From an optimization exercise on the open Yosys and OpenROAD flow, aimed at small area, a short achievable clock period and few clock cycles per item; shortcuts taken in it are not production practice.
Only simulation tests tie the RTL to the original design; equivalence was not proved.

## flow/design.v (module list and top-level ports; edited modules follow where they fit)
// module bmp_hv: 3198 lines
module bmp_hv #(
    parameter LINEBUF_CAP = 4096
) (
    input  wire         clk,
    input  wire         rst,           
    input  wire         in_valid,
    output wire         in_ready,
    input  wire         mode,          
    input  wire [431:0] hdr,           
    input  wire [63:0]  file_size,
    input  wire [15:0]  payload_len,
    output reg          done,
    output reg  [31:0]  v_width,       
    output reg  [31:0]  v_height,      
    output reg  [33:0]  v_stride,      
    output reg  [1:0]   v_pad,
    output reg  [64:0]  v_datalen,     
    output reg  [4:0]   pass_count,
    output reg  [15:0]  chk_mask,
    output reg  [1:0]   v_valid,       
    output reg  [15:0]  paylen
);
  // ...
==> flow/flow/run.sh <==
#!/bin/bash
# The standard ORFS layout (the standard.sh, unchanged synthesis), with
#  - the timing repair steps asked to leave a setup margin, so that they
#    optimise the paths towards a shorter period than the 16 ns constraint;
#  - the port buffers made of plain buffers (buf_1, resizable within the buf
#    footprint) instead of the delay buffer the default picks.
set -euo pipefail
bash standard.sh "SETUP_SLACK_MARGIN=${MARGIN:-11.5}" \
  "BUFFER_PORTS_ARGS=-buffer_cell sky130_fd_sc_hd__buf_1" finish > standard.log 2>&1
==> flow/standard.sh <==
#!/bin/bash
# synth_recipe.tcl (not shown) runs the flow's synth.tcl, then flattens the netlist and writes it again
# the make line also repeats each setting of config.mk as NAME=value (left out here)
make -C /OpenROAD-flow-scripts/flow DESIGN_CONFIG=/design/flow/config.mk WORK_HOME=/design/flow/orfs CLKGATE_MAP_FILE= SYNTH_SCRIPT=/design/flow/synth_recipe.tcl "${@:-finish}"
==> flow/config.mk <==
export PLATFORM = sky130hd
export DESIGN_NAME = bmp_hv
export DESIGN_NICKNAME = bmp_hv
export VERILOG_FILES = /design/flow/design.v
export SDC_FILE = /design/flow/constraint.sdc
export NUM_CORES = 4
export LEC_CHECK = 0
export CAP_MARGIN = 20
export CORE_MARGIN = 2
export CORE_UTILIZATION = 50
export CTS_BUF_LIST = sky130_fd_sc_hd__clkbuf_4 sky130_fd_sc_hd__clkbuf_8
export PLACE_DENSITY = 0.65
export SLEW_MARGIN = 20
==> flow/constraint.sdc <==
create_clock -name core_clock -period 16.0 [get_ports {clk}]
set_input_delay 3.2000 -clock core_clock [delete_from_list [all_inputs] [get_ports {clk}]]
set_output_delay 3.2000 -clock core_clock [all_outputs]
set_load 0.01 [all_outputs]
==> results.sh, run 1 <==
export IMPL_status="complete, no violations"
export IMPL_hold_path_class="flop to flop"
export IMPL_critPathArrivalTime_ns=1.35
export IMPL_routabilityCongestion=0.942
export IMPL_rsz0062_at_grt="true"
export IMPL_syn2layout_area_growth_pct=17.2
export IMPL_holdPathStages=0
export IMPL_holdPathEnd="v_height[0]"
export IMPL_ys_top_cells_by_area="dfxtp_1 (35%), fa_1 (20%), ha_1 (9.5%), a22oi_1 (6.6%), xnor2_1 (6.6%)"
export IMPL_wl_met3_um=18500
export IMPL_clk_pin_slew_ns=0.06
export IMPL_yosysSeqAreaShare=0.349
export IMPL_synth_cell_type_count=81
export IMPL_worst_pin_slew_ns=1.05
export IMPL_crit_fanout=1
export IMPL_fillCellCount=9150
export IMPL_top_usage_layer="met2"
export IMPL_dp_cells=6917
export IMPL_io_pins=722
export IMPL_first_pass_iters=8
export IMPL_nWellTaps=1414
export IMPL_cts_max_level=4
export IMPL_grt_overflow=0
Testbench counts, summed over its fixed seeds: cycles 3,224, items 3,200.
==> inputs of run 2 (changes only) <==
--- a/flow/config.mk
+++ b/flow/config.mk
@@ -7,7 +7,6 @@
 export LEC_CHECK = 0
 export CAP_MARGIN = 20
 export CORE_MARGIN = 2
-export CORE_UTILIZATION = 50
-export CTS_BUF_LIST = sky130_fd_sc_hd__clkbuf_4 sky130_fd_sc_hd__clkbuf_8
-export PLACE_DENSITY = 0.65
+export CORE_UTILIZATION = 65
+export PLACE_DENSITY = 0.75
 export SLEW_MARGIN = 20
==> results.sh, run 2 <==
export IMPL_relSlewSlack=0.224
export IMPL_yosys_area_top_type="dfxtp_1"
export IMPL_synth_edf_count=0
export IMPL_final_cells=6826
export IMPL_yosysMostFrequentCell="dfxtp_1"
export IMPL_viasPerCell=5.87
export IMPL_grt_overflow=0
export IMPL_timing_rr_end="s2_pc[39]"
export IMPL_syn_inst=5124
export IMPL_wl_per_cell_um=24.1
export IMPL_endpoint="s2_pc[39]"
export IMPL_top_regs="s0_fs (64), s2_ps (64), v_datalen (63)"
export IMPL_ys_async_sr_fraction=0
export IMPL_reg2reg_setup_slack_ns=11.45
export IMPL_postSynthAreaPerCell_um2=10.7
export IMPL_hold_path_class="flop to flop"
export IMPL_hold_viol_final=0
export IMPL_worst_pin_slew_ns=1.15
export IMPL_status="complete, no violations"
export IMPL_synth_cell_type_count=81
export IMPL_syn2layout_area_growth_pct=12.9
export IMPL_synth_top_family_by_area="adder cells"
export IMPL_ys_top_cells_by_count="dfxtp_1 (959), inv_1 (761), fa_1 (549)"
export IMPL_io_pins=722
export IMPL_num_rows=106
export IMPL_synth_mux_area_frac=0.00266
export IMPL_worstReg2RegStart="s1_bone[6]"
export IMPL_yosys_area_share_simple=0.0599
export IMPL_utilization=0.742
export IMPL_dpl_hpwl_um=114000
export IMPL_drive_gt1_frac=0.0656
export IMPL_dieArea_um2=87100
export IMPL_period_needed_ns=4.55
export IMPL_end_kind="flop"
export IMPL_critPathArrivalTime_ns=5.08
export IMPL_clock_latency_ns=0.71
export IMPL_synth_compound_area_frac=0.103
export IMPL_grt_start_max_net_pins=35
export IMPL_synthAdderAreaFrac=0.295
export IMPL_rsz0062_at_grt="true"
export IMPL_layout_common_cells="dfxtp_1 (883), inv_1 (760), buf_1 (598)"
export IMPL_dp_cells=6633
export IMPL_dr_first_iter_drc_count=3996
export IMPL_routabilityCongestion=0.972
export IMPL_antenna_found_initial=9
export IMPL_synth_area_um2=55100
export IMPL_report_final_slew_viol_count=0
export IMPL_ys_flop_type="dfxtp_1"
export IMPL_first_pass_iters=8
export IMPL_crit_fanout=33
export IMPL_cp_start_kind="flop"
export IMPL_portBuffers=603
export IMPL_grt_pass1_vias=40800
export IMPL_grt_total_usage=0.370
export IMPL_tns_ns=0
export IMPL_core_area_um2=83800
export IMPL_fin_crit_sh=0.284
export IMPL_yosys_area_share_xor_xnor=0.118
export IMPL_fmax_mhz=220
export IMPL_num_vias=40100
export IMPL_drc=0
export IMPL_ff2ff_path_depth=12
export IMPL_die_h_um=295
export IMPL_max_cap_viol_count=0
export IMPL_layout_commonest_cell="dfxtp_1"
export IMPL_ys_top_cells_by_area="dfxtp_1 (35%), fa_1 (20%), ha_1 (9.5%), a22oi_1 (6.6%), xnor2_1 (6.6%)"
export IMPL_yosysTopAreaCellShare=0.349
export IMPL_synth_seq_cells=959
export IMPL_cts_max_level=3
export IMPL_startpoint="s1_bone[6]"
export IMPL_cts_inserted_buffers=92
export IMPL_grt_pass1_wl_um=241000
export IMPL_start_util=0.657
export IMPL_clk_pin_slew_ns=0.06
export IMPL_fin_worst_skew_ns=0.0776
export IMPL_setup_viol=0
export IMPL_wirelength_um=165000
export IMPL_antenna_left=0
export IMPL_cts_max_path_buffers=3
export IMPL_yosysSeqAreaShare=0.349
export IMPL_clock_root_buffer="clkbuf_16"
export IMPL_nNetsFinal=7096
export IMPL_cts_tree="built"
export IMPL_worstPathRequired_ns=16.53
export IMPL_ys_warn_count=1
export IMPL_die_w_um=295
export IMPL_path_class="flop to flop"
export IMPL_cts_sinks=959
[run 2: cell families (layout without fill, tap and decap cells)]
logic type	after synthesis	in the layout
buf+inv	1056	1614
fa+ha+maj	968	968
flops	959	959
compound gates	794	794
xor+xnor	743	743
simple gates	588	588
mux	14	14
other cells	2	12
[run 2: worst min path at each step]
stage / from / end / depth (start not counted)
floorplan: s2_chk[0] / chk_mask[0] / 0
global placement: s0_fs[5] / s1_f[3] / 0
detailed placement: s2_h[17] / v_height[17] / 0
CTS: s2_t[14] / v_stride[16] / 0
global route: s2_t[14] / v_stride[16] / 0
finish: s0_fs[4] / s1_f[2] / 0
[run 2: layout make-up]
cell class | instances | area [um2]
Timing Repair Buffer | 688 | 3370
Clock buffer | 127 | 2600
Inverter | 761 | 2860
Multi-Input combinational cell | 3113 | 32000
Tap cell | 1134 | 1420
Fill cell | 5985 | 21600
Clock inverter | 38 | 538
Antenna cell | 6 | 15.0
Sequential cell | 959 | 19300
[run 2: critical path, cell delays in order, from the launching register on]
cell	delay, ns
dfxtp_2	0.32
buf_6	0.36
a22oi_1	0.19
xor2_1	0.19
fa_1	0.46
fa_1	0.52
inv_1	0.06
fa_1	0.50
inv_1	0.05
fa_1	0.42
fa_1	0.52
inv_1	0.05
fa_1	0.68
[run 2: what timing repair did]
action | 4_1_cts | 5_1_grt
gates cloned | 0 | 1
pin swaps | 6 | 16
endpoints found under the setup margin | 61 | 39
hold buffers | 0 | 0
buffers inserted | 4 | 17
gates resized for setup | 58 | 104
[run 2: metrics by stage]
stage	cell area, um2	hold slack (ns)	setup WS (ns)
finish	62200	0.299	11.45
global route	62200	0.299	11.43
CTS	61500	0.296	11.45
detailed placement	58200	0.312	10.66
global placement	58200	0.310	10.69
floorplan	55100	0.310	11.52
[run 2: metal layers]
layer / GRT usage / wire (um) / vias up
met4: 0.208 / 11000 / 4
met5: 0 / 29 / -
met3: 0.109 / 18900 / 611
met1: 0.466 / 62200 / 19200
li1: - / - / 17700
met2: 0.572 / 72700 / 2526
==> inputs of run 3 (changes only) <==
--- a/flow/config.mk
+++ b/flow/config.mk
@@ -7,6 +7,6 @@
 export LEC_CHECK = 0
 export CAP_MARGIN = 20
 export CORE_MARGIN = 2
-export CORE_UTILIZATION = 65
-export PLACE_DENSITY = 0.75
+export CORE_UTILIZATION = 50
+export PLACE_DENSITY = 0.65
 export SLEW_MARGIN = 20
==> results.sh, run 3 <==
export IMPL_fin_worst_skew_ns=0.0739
export IMPL_yosysSeqAreaShare=0.349
export IMPL_nNetsFinal=7112
export IMPL_grt_start_max_net_pins=35
export IMPL_yosysMostFrequentCell="dfxtp_1"
export IMPL_hold_ws_ns=0.299
export IMPL_hold_viol_final=0
export IMPL_setup_viol=0
export IMPL_postSynthAreaPerCell_um2=10.7
export IMPL_crit_fanout=33
export IMPL_antenna_left=0
export IMPL_layout_commonest_cell="dfxtp_1"
export IMPL_fin_crit_sh=0.282
export IMPL_worst_pin_slew_ns=1.06
export IMPL_antenna_found_initial=10
export IMPL_synth_area_um2=55100
export IMPL_status="complete, no violations"
export IMPL_relSlewSlack=0.293
export IMPL_cp_cell_sequence="clkbuf_8 -> xnor2_2 -> fa_1 -> inv_1 -> fa_1 -> inv_1 -> fa_1 -> inv_1 -> fa_1 -> fa_1 -> inv_1 -> fa_2"
export IMPL_dr_first_iter_drc_count=3614
export IMPL_critPathArrivalTime_ns=5.08
export IMPL_ys_top_cells_by_count="dfxtp_1 (959), inv_1 (761), fa_1 (549)"
export IMPL_period_needed_ns=4.51
export IMPL_num_rows=121
export IMPL_final_cells=7130
export IMPL_cts_inserted_buffers=95
export IMPL_yosysTopAreaCellShare=0.349
export IMPL_dieArea_um2=113000
export IMPL_drive_gt1_frac=0.0765
export IMPL_layout_common_cells="dfxtp_1 (876), inv_1 (757), buf_1 (588)"
export IMPL_ys_warn_count=1
export IMPL_end_kind="flop"
export IMPL_ys_async_sr_fraction=0
export IMPL_wirelength_um=168000
export IMPL_path_class="flop to flop"
export IMPL_syn2layout_area_growth_pct=14.2
export IMPL_regArea_um2=19400
export IMPL_ys_top_cells_by_area="dfxtp_1 (35%), fa_1 (20%), ha_1 (9.5%), a22oi_1 (6.6%), xnor2_1 (6.6%)"
export IMPL_cp_slowest_cell="fa_2"
export IMPL_first_pass_iters=6
export IMPL_syn_inst=5124
export IMPL_start_util=0.505
export IMPL_wl_per_cell_um=23.6
export IMPL_worstPathRequired_ns=16.57
export IMPL_rsz0062_at_grt="true"
export IMPL_clk_pin_slew_ns=0.07
export IMPL_core_area_um2=109000
export IMPL_portBuffers=603
export IMPL_dp_cells=6917
export IMPL_clock_root_buffer="clkbuf_16"
export IMPL_grt_pass1_vias=40600
export IMPL_report_final_slew_viol_count=0
export IMPL_cp_start_kind="flop"
export IMPL_viasPerCell=5.51
export IMPL_yosys_area_top_type="dfxtp_1"
export IMPL_top_regs="s0_fs (64), s2_ps (64), v_datalen (63)"
export IMPL_routabilityCongestion=0.942
export IMPL_grt_total_usage=0.294
export IMPL_die_w_um=336
export IMPL_grt_pass1_wl_um=249000
export IMPL_synth_edf_count=0
export IMPL_fillCellCount=9349
export IMPL_tns_ns=0
export IMPL_clock_latency_ns=0.73
export IMPL_die_h_um=336
export IMPL_fmax_mhz=222
export IMPL_cts_sinks=959
export IMPL_grt_overflow=0
export IMPL_synth_cell_type_count=81
export IMPL_max_cap_viol_count=0
export IMPL_cts_max_path_buffers=3
export IMPL_dpl_hpwl_um=119000
export IMPL_max_stage_delay_ns=0.64
export IMPL_hold_path_class="flop to flop"
export IMPL_cts_max_level=3
export IMPL_cts_tree="built"
export IMPL_multi_input_area_um2=32100
export IMPL_num_vias=39300
export IMPL_crit_top_cell="fa_1"
export IMPL_synth_seq_cells=959
export IMPL_drc=0
export IMPL_io_pins=722
export IMPL_ys_flop_type="dfxtp_1"
-- run 3: changes by cell type in the layout (fill, tap and decap cells not counted), moves of 5 or more --
cell,change
buf_4,+13
buf_1,-10
clkinv_4,+8
buf_2,+6
dfxtp_1,-7
inv_6,+5
clkbuf_1,-5
-- run 3: cell type report --
class                   count  share of cell area
multi-input cells        3113               0.511
flip-flops and latches    959               0.308
repair buffers            701              0.0547
inverters                 761              0.0455
clock buffers             120              0.0412
well taps                1414              0.0281
clock inverters            59              0.0118
diodes                      3            0.000119
-- run 3: what timing repair did --
item / in CTS / in global routing
hold endpoints to repair: 0 / 0
gates cloned: 0 / 2
hold buffers: 0 / 0
endpoints found under the setup margin: 51 / 42
pin swaps: 12 / 23
buffers inserted: 6 / 23
gates resized for setup: 101 / 106
-- run 3: path summary, 6_finish.rpt --
path,start,to,slack (ns),depth (start not counted)
hold reg to reg,s0_fs[7],s1_f[5],0.30,0
hold / removal,s0_fs[7],s1_f[5],0.30,0
setup reg to reg,s1_bneg[2],s2_pc[37],11.49,12
setup / recovery,s1_bneg[2],s2_pc[37],11.49,12
-- run 3: logic make-up (layout without fill, tap and decap cells) --
| kind of cell | Yosys count | after routing | share of synthesized area |
|---|---|---|---|
| buf+inv | 1056 | 1641 | 0.0727 |
| fa+ha+maj | 968 | 968 | 0.295 |
| flops | 959 | 959 | 0.349 |
| compound gates | 794 | 794 | 0.103 |
| xor+xnor | 743 | 743 | 0.118 |
| simple gates | 588 | 588 | 0.0599 |
| mux | 14 | 14 | 0.00266 |
| other cells | 2 | 9 | 0.000136 |
-- run 3: worst max-delay path, delay by kind of cell, from the launching register on --
kind / cells / cell delay (ns)
XOR/XNOR: 1 / 0.21
adder cells (fa/ha/maj): 6 / 3.16
buffers and inverters: 5 / 0.60
flip-flops: 1 / 0.32
-- run 3: routing by layer --
layer	track usage	part of all wire
met1	0.377	0.40
met2	0.466	0.45
met3	0.0841	0.11
met4	0.125	0.043
met5	0	0.00023
-- run 3: stage by stage --
| step | cell area (um2) | util | setup WS [ns] |
|---|---|---|---|
| final | 62900 | 0.577 | 11.49 |
| after global routing | 62900 | 0.577 | 11.38 |
| after CTS | 62300 | 0.571 | 11.50 |
| after detailed placement | 58600 | 0.537 | 10.63 |
| after global placement | 58600 | 0.537 | 10.63 |
| after floorplan | 55100 | - | 11.52 |
==> inputs of run 4 (changes only) <==
--- a/flow/config.mk
+++ b/flow/config.mk
@@ -8,5 +8,7 @@
 export CAP_MARGIN = 20
 export CORE_MARGIN = 2
 export CORE_UTILIZATION = 50
+export CTS_CLUSTER_DIAMETER = 250
+export CTS_CLUSTER_SIZE = 30
 export PLACE_DENSITY = 0.65
 export SLEW_MARGIN = 20
==> results.sh, run 4 <==
export IMPL_status="complete, no violations"
export IMPL_grt_pass1_vias=39900
export IMPL_wl_per_cell_um=23.8
export IMPL_setup_viol=0
export IMPL_hold_viol_final=0
export IMPL_antenna_left=0
export IMPL_fin_crit_sh=0.279
export IMPL_max_cap_viol_count=0
export IMPL_ys_top_cells_by_area="dfxtp_1 (35%), fa_1 (20%), ha_1 (9.5%), a22oi_1 (6.6%), xnor2_1 (6.6%)"
export IMPL_yosysMostFrequentCell="dfxtp_1"
export IMPL_path_buf_inv=1
export IMPL_dr_first_iter_drc_count=3633
export IMPL_viasPerCell=5.53
export IMPL_report_final_slew_viol_count=0
export IMPL_yosysSeqAreaShare=0.349
export IMPL_cp_start_kind="flop"
export IMPL_grt_pass1_wl_um=245000
export IMPL_end_kind="primary output"
export IMPL_cts_max_level=2
export IMPL_fin_ws_ns=11.54
export IMPL_portBuffers=603
export IMPL_worst_pin_slew_ns=1.01
export IMPL_start_util=0.505
export IMPL_yosysTopAreaCellShare=0.349
export IMPL_top_regs="s0_fs (64), s2_ps (64), v_datalen (63)"
export IMPL_dp_cells=6917
export IMPL_wirelength_um=166000
export IMPL_relSlewSlack=0.324
export IMPL_cts_inserted_buffers=37
export IMPL_dpl_hpwl_um=119000
export IMPL_synth_seq_cells=959
export IMPL_layout_commonest_cell="dfxtp_1"
export IMPL_die_w_um=336
export IMPL_crit_fanout=1
export IMPL_dieArea_um2=113000
export IMPL_final_cells=6981
export IMPL_cts_max_path_buffers=3
export IMPL_dp_slack_ns=10.63
export IMPL_die_h_um=336
export IMPL_cp_slowest_cell="dfxtp_1"
export IMPL_syn_inst=5124
export IMPL_drc=0
export IMPL_layout_common_cells="dfxtp_1 (886), inv_1 (758), buf_1 (597)"
export IMPL_ys_async_sr_fraction=0
export IMPL_worstPathRequired_ns=12.80
export IMPL_yosys_area_top_type="dfxtp_1"
export IMPL_fin_worst_skew_ns=0.0403
export IMPL_clock_latency_ns=0.67
export IMPL_num_rows=121
export IMPL_drive_gt1_frac=0.0507
export IMPL_fmax_mhz=224
export IMPL_synth_edf_count=0
export IMPL_crit_family="flip-flops"
export IMPL_num_vias=38600
export IMPL_ctsHoldBuffers=0
export IMPL_io_pins=722
export IMPL_first_pass_iters=7
export IMPL_routabilityCongestion=0.942
export IMPL_max_stage_delay_ns=0.42
export IMPL_antenna_found_initial=9
export IMPL_synth_area_um2=55100
export IMPL_core_area_um2=109000
export IMPL_critPathArrivalTime_ns=1.26
export IMPL_tns_ns=0
export IMPL_rsz0062_at_grt="false"
export IMPL_grt_total_usage=0.290
export IMPL_cp_cell_sequence="buf_1"
export IMPL_grt_start_max_net_pins=35
export IMPL_ys_warn_count=1
export IMPL_cts_sinks=959
export IMPL_clock_root_buffer="clkbuf_16"
export IMPL_ys_flop_type="dfxtp_1"
export IMPL_grt_overflow=0
export IMPL_synth_cell_type_count=81
export IMPL_path_class="flop to primary output"
export IMPL_clk_pin_slew_ns=0.11
export IMPL_cts_tree="built"
export IMPL_period_needed_ns=4.46
export IMPL_postLayoutCellArea_um2=60400
export IMPL_place_area_um2=58600
export IMPL_nNetsFinal=7042
export IMPL_ys_top_cells_by_count="dfxtp_1 (959), inv_1 (761), fa_1 (549)"
export IMPL_postSynthAreaPerCell_um2=10.7
export IMPL_hold_path_class="flop to flop"
export IMPL_syn2layout_area_growth_pct=9.75
run 4: cell counts after synthesis:
No cell type changed its count.
run 4: final timing paths:
kind	start	depth (start not counted)	slack, ns	endpoint
setup / recovery	v_valid[0]	1	11.54	v_valid[0]
hold / removal	s1_pl[7]	0	0.33	s2_pl[7]
setup reg to reg	s1_btwo[7]	10	11.58	s2_pc[36]
hold reg to reg	s1_pl[7]	0	0.33	s2_pl[7]
run 4: stage by stage:
stage / util / hold slack [ns]
2_1_floorplan: - / 0.310
3_3_place_gp: 0.537 / 0.310
3_5_place_dp: 0.537 / 0.312
4_1_cts: 0.549 / 0.322
5_1_grt: 0.554 / 0.329
6_report: 0.554 / 0.327
run 4: kinds of logic (layout without fill, tap and decap cells):
family                     after synthesis  after routing  share of synthesized area
muxes                                   14             14                    0.00266
buffers and inverters                 1056           1491                     0.0727
other                                    2             10                   0.000136
adders and majority gates              968            968                      0.295
DFF                                    959            959                      0.349
AOI/OAI and AO/OA                      794            794                      0.103
and+or+nand+nor                        588            588                     0.0599
xor gates and xnor gates               743            743                      0.118
run 4: final cells by class:
cell class                      instances  area [um2]
Tap cell                             1414        1770
Clock inverter                          3        66.3
Timing Repair Buffer                  689        3340
Fill cell                            9561       48600
Multi-Input combinational cell       3113       32100
Antenna cell                            4        10.0
Inverter                              761        2860
Sequential cell                       959       19300
Clock buffer                           38         930
run 4: repair_timing:
item	in CTS	in global routing
resized for setup	76	113
cloned	0	3
endpoints found under the setup margin	44	42
pin swaps	12	16
buffers inserted	6	10
run 4: metal layers:
metal | up-vias | global-route usage | routed length, um
met2 | 2014 | 0.465 | 75100
met1 | 18700 | 0.376 | 67800
met4 | 6 | 0.103 | 6290
met3 | 372 | 0.0787 | 17100
li1 | 17500 | - | -
met5 | - | 0 | 39
==> inputs of run 5 (changes only) <==
--- a/flow/flow/run.sh
+++ b/flow/flow/run.sh
@@ -5,5 +5,5 @@
 #  - the port buffers made of plain buffers (buf_1, resizable within the buf
 #    footprint) instead of the delay buffer the default picks.
 set -euo pipefail
-bash standard.sh "SETUP_SLACK_MARGIN=${MARGIN:-11.5}" \
+bash standard.sh "SETUP_SLACK_MARGIN=${MARGIN:-12.5}" \
   "BUFFER_PORTS_ARGS=-buffer_cell sky130_fd_sc_hd__buf_1" finish > standard.log 2>&1
--- a/flow/config.mk
+++ b/flow/config.mk
@@ -8,7 +8,7 @@
 export CAP_MARGIN = 20
 export CORE_MARGIN = 2
 export CORE_UTILIZATION = 50
-export CTS_CLUSTER_DIAMETER = 250
-export CTS_CLUSTER_SIZE = 30
+export CTS_CLUSTER_DIAMETER = 200
+export CTS_CLUSTER_SIZE = 24
 export PLACE_DENSITY = 0.65
 export SLEW_MARGIN = 20
==> results.sh, run 5 <==
export IMPL_ys_top_cells_by_count="dfxtp_1 (959), inv_1 (761), fa_1 (549)"
export IMPL_synth_cell_type_count=81
export IMPL_dr_first_iter_drc_count=4590
export IMPL_drc=0
export IMPL_multi_input_area_um2=34700
export IMPL_antenna_found_initial=12
export IMPL_startpoint="v_height[26]"
export IMPL_layout_common_cells="dfxtp_1 (634), inv_1 (600), buf_1 (401)"
export IMPL_final_cells=7289
export IMPL_grt_start_max_net_pins=35
export IMPL_max_stage_delay_ns=0.37
export IMPL_rsz0062_at_grt="true"
export IMPL_relSlewSlack=0.279
export IMPL_hold_viol_final=0
export IMPL_period_needed_ns=4.39
export IMPL_cp_start_kind="flop"
export IMPL_wirelength_um=197000
export IMPL_status="complete, no violations"
export IMPL_cts_sinks=959
export IMPL_hold_path_class="flop to flop"
export IMPL_holdPathStages=0
export IMPL_yosysMostFrequentCell="dfxtp_1"
export IMPL_num_rows=121
export IMPL_path_buf_inv=1
export IMPL_ys_flop_type="dfxtp_1"
export IMPL_wl_per_cell_um=27.0
export IMPL_grt_pass1_vias=43700
export IMPL_end_kind="primary output"
export IMPL_portBuffers=603
export IMPL_die_w_um=336
export IMPL_fin_worst_skew_ns=0.0623
export IMPL_start_util=0.505
export IMPL_dp_cells=6916
export IMPL_min_from="s2_t[9]"
export IMPL_place_area_um2=59900
export IMPL_ys_top_cells_by_area="dfxtp_1 (35%), fa_1 (20%), ha_1 (9.5%), a22oi_1 (6.6%), xnor2_1 (6.6%)"
export IMPL_syn_inst=5124
export IMPL_synth_seq_cells=959
export IMPL_synth_edf_count=0
export IMPL_clock_root_buffer="clkbuf_16"
export IMPL_routabilityCongestion=1.07
export IMPL_fin_ws_ns=11.61
export IMPL_critPathArrivalTime_ns=1.19
export IMPL_drive_gt1_frac=0.284
export IMPL_worstReg2RegStart="s1_btwo[4]"
export IMPL_ys_warn_count=1
export IMPL_clk_pin_slew_ns=0.10
export IMPL_fillCellCount=8524
export IMPL_cts_tree="built"
export IMPL_grt_pass1_wl_um=285000
export IMPL_ctsHoldBuffers=0
export IMPL_yosysSeqAreaShare=0.349
export IMPL_clock_latency_ns=0.72
export IMPL_ff2ff_path_depth=14
export IMPL_grt_overflow=0
export IMPL_fmax_mhz=228
export IMPL_dp_slack_ns=10.44
export IMPL_report_final_slew_viol_count=0
export IMPL_worst_pin_slew_ns=1.08
export IMPL_hold_ws_ns=0.295
export IMPL_nNetsFinal=7344
export IMPL_crit_family="flip-flops"
export IMPL_tns_ns=0
export IMPL_yosys_area_top_type="dfxtp_1"
export IMPL_cp_cell_sequence="buf_6"
export IMPL_layout_commonest_cell="dfxtp_1"
export IMPL_viasPerCell=5.82
export IMPL_regArea_um2=19800
export IMPL_path_class="flop to primary output"
export IMPL_antenna_left=0
export IMPL_fin_crit_sh=0.274
export IMPL_cp_depth=1
export IMPL_top_regs="s0_fs (64), s2_ps (64), v_datalen (63)"
export IMPL_postLayoutCellArea_um2=69400
export IMPL_crit_fanout=1
export IMPL_grt_total_usage=0.345
export IMPL_yosysTopAreaCellShare=0.349
export IMPL_postSynthAreaPerCell_um2=10.7
export IMPL_num_vias=42400
export IMPL_die_h_um=336
export IMPL_cts_max_level=2
export IMPL_cts_inserted_buffers=45
export IMPL_syn2layout_area_growth_pct=26.1
export IMPL_first_pass_iters=11
export IMPL_ys_async_sr_fraction=0
export IMPL_worstPathRequired_ns=12.80
export IMPL_dieArea_um2=113000
export IMPL_dpl_hpwl_um=119000
export IMPL_max_cap_viol_count=0
export IMPL_cts_max_path_buffers=3
export IMPL_cp_slowest_cell="dfxtp_4"
export IMPL_io_pins=722
export IMPL_setup_viol=0
export IMPL_core_area_um2=109000
export IMPL_synth_area_um2=55100
[run 5: cell count changes in the layout (fill, tap and decap cells not counted), sizes merged]
cell / before / now
clkbuf: 52 / 48
bufbuf: 0 / 14
diode: 4 / 8
buf: 675 / 969
[run 5: cells by family (layout without fill, tap and decap cells)]
| family | after synthesis | after routing | share of synthesized area |
|---|---|---|---|
| other cells | 2 | 14 | 0.000136 |
| simple gates | 588 | 588 | 0.0599 |
| flops | 959 | 959 | 0.349 |
| buf+inv | 1056 | 1795 | 0.0727 |
| fa+ha+maj | 968 | 968 | 0.295 |
| compound gates | 794 | 794 | 0.103 |
| xor+xnor | 743 | 743 | 0.118 |
| mux | 14 | 14 | 0.00266 |
[run 5: cell type report]
cell class / instances / area share
multi-input cells: 3113 / 0.500
flip-flops and latches: 959 / 0.285
repair buffers: 983 / 0.130
inverters: 761 / 0.0418
well taps: 1414 / 0.0255
clock buffers: 48 / 0.0164
clock inverters: 3 / 0.000991
diodes: 8 / 0.000288
[run 5: per-stage QoR]
step / util
finish: 0.637
detailed placement: 0.550
CTS: 0.627
global placement: 0.550
global route: 0.637
floorplan: -
[run 5: per-layer routing]
| metal | wire length, um | GRT usage | vias up |
|---|---|---|---|
| li1 | - | - | 18200 |
| met1 | 73800 | 0.422 | 20400 |
| met2 | 81800 | 0.502 | 2869 |
| met3 | 27300 | 0.159 | 912 |
| met4 | 13400 | 0.187 | 33 |
| met5 | 537 | 0.0251 | - |
[run 5: final timing paths]
path / to / slack [ns]
setup / recovery: v_height[26] / 11.61
hold reg to reg: v_stride[11] / 0.29
setup reg to reg: s2_pc[28] / 11.75
hold / removal: v_stride[11] / 0.29
[run 5: repair_timing]
action                     in CTS  in global routing
setup buffers                 225                 46
pin swaps                     272                183
setup endpoints to repair     363                329
cloned                         43                  0
resized for setup            1098                238
hold endpoints to repair        0                  0

port drivers added, routing unchanged:
The flow's constraints put no driver on any port. The routed layouts listed below were extracted and timed again, unchanged, in two steps.
Step 1 sets driving cells, clkbuf_16 on the clock port and buf_2 on the other inputs (assumed; they add their load-dependent delay and slew).
Step 2, shift: input delay + t, output delay - t, t = (earliest + latest rising clock arrival at the registers) / 2. This alone moves slack from input paths to output paths.
Slacks: ideal / step 1 / step 2; pairs: ideal / step 1.
| run | shift t [ns] | setup WS [ns] | pins driven straight from the clock port |
|---|---|---|---|
| run 1 | 0.918 | 11.445 / 11.376 / 10.776 | 1 |
| run 2 | 0.745 | 11.452 / 11.452 / 10.822 | 1 |
| run 3 | 0.764 | 11.495 / 11.476 / 10.961 | 1 |
| run 4 | 0.724 | 11.538 / 11.466 / 10.930 | 1 |
| run 5 | 0.755 | 11.609 / 11.538 / 11.015 | 1 |
After both steps every run listed still meets setup and hold. For run 1, which loses most, drivers alone change the setup slack by -0.069 ns; drivers and shift together by -0.669 ns.
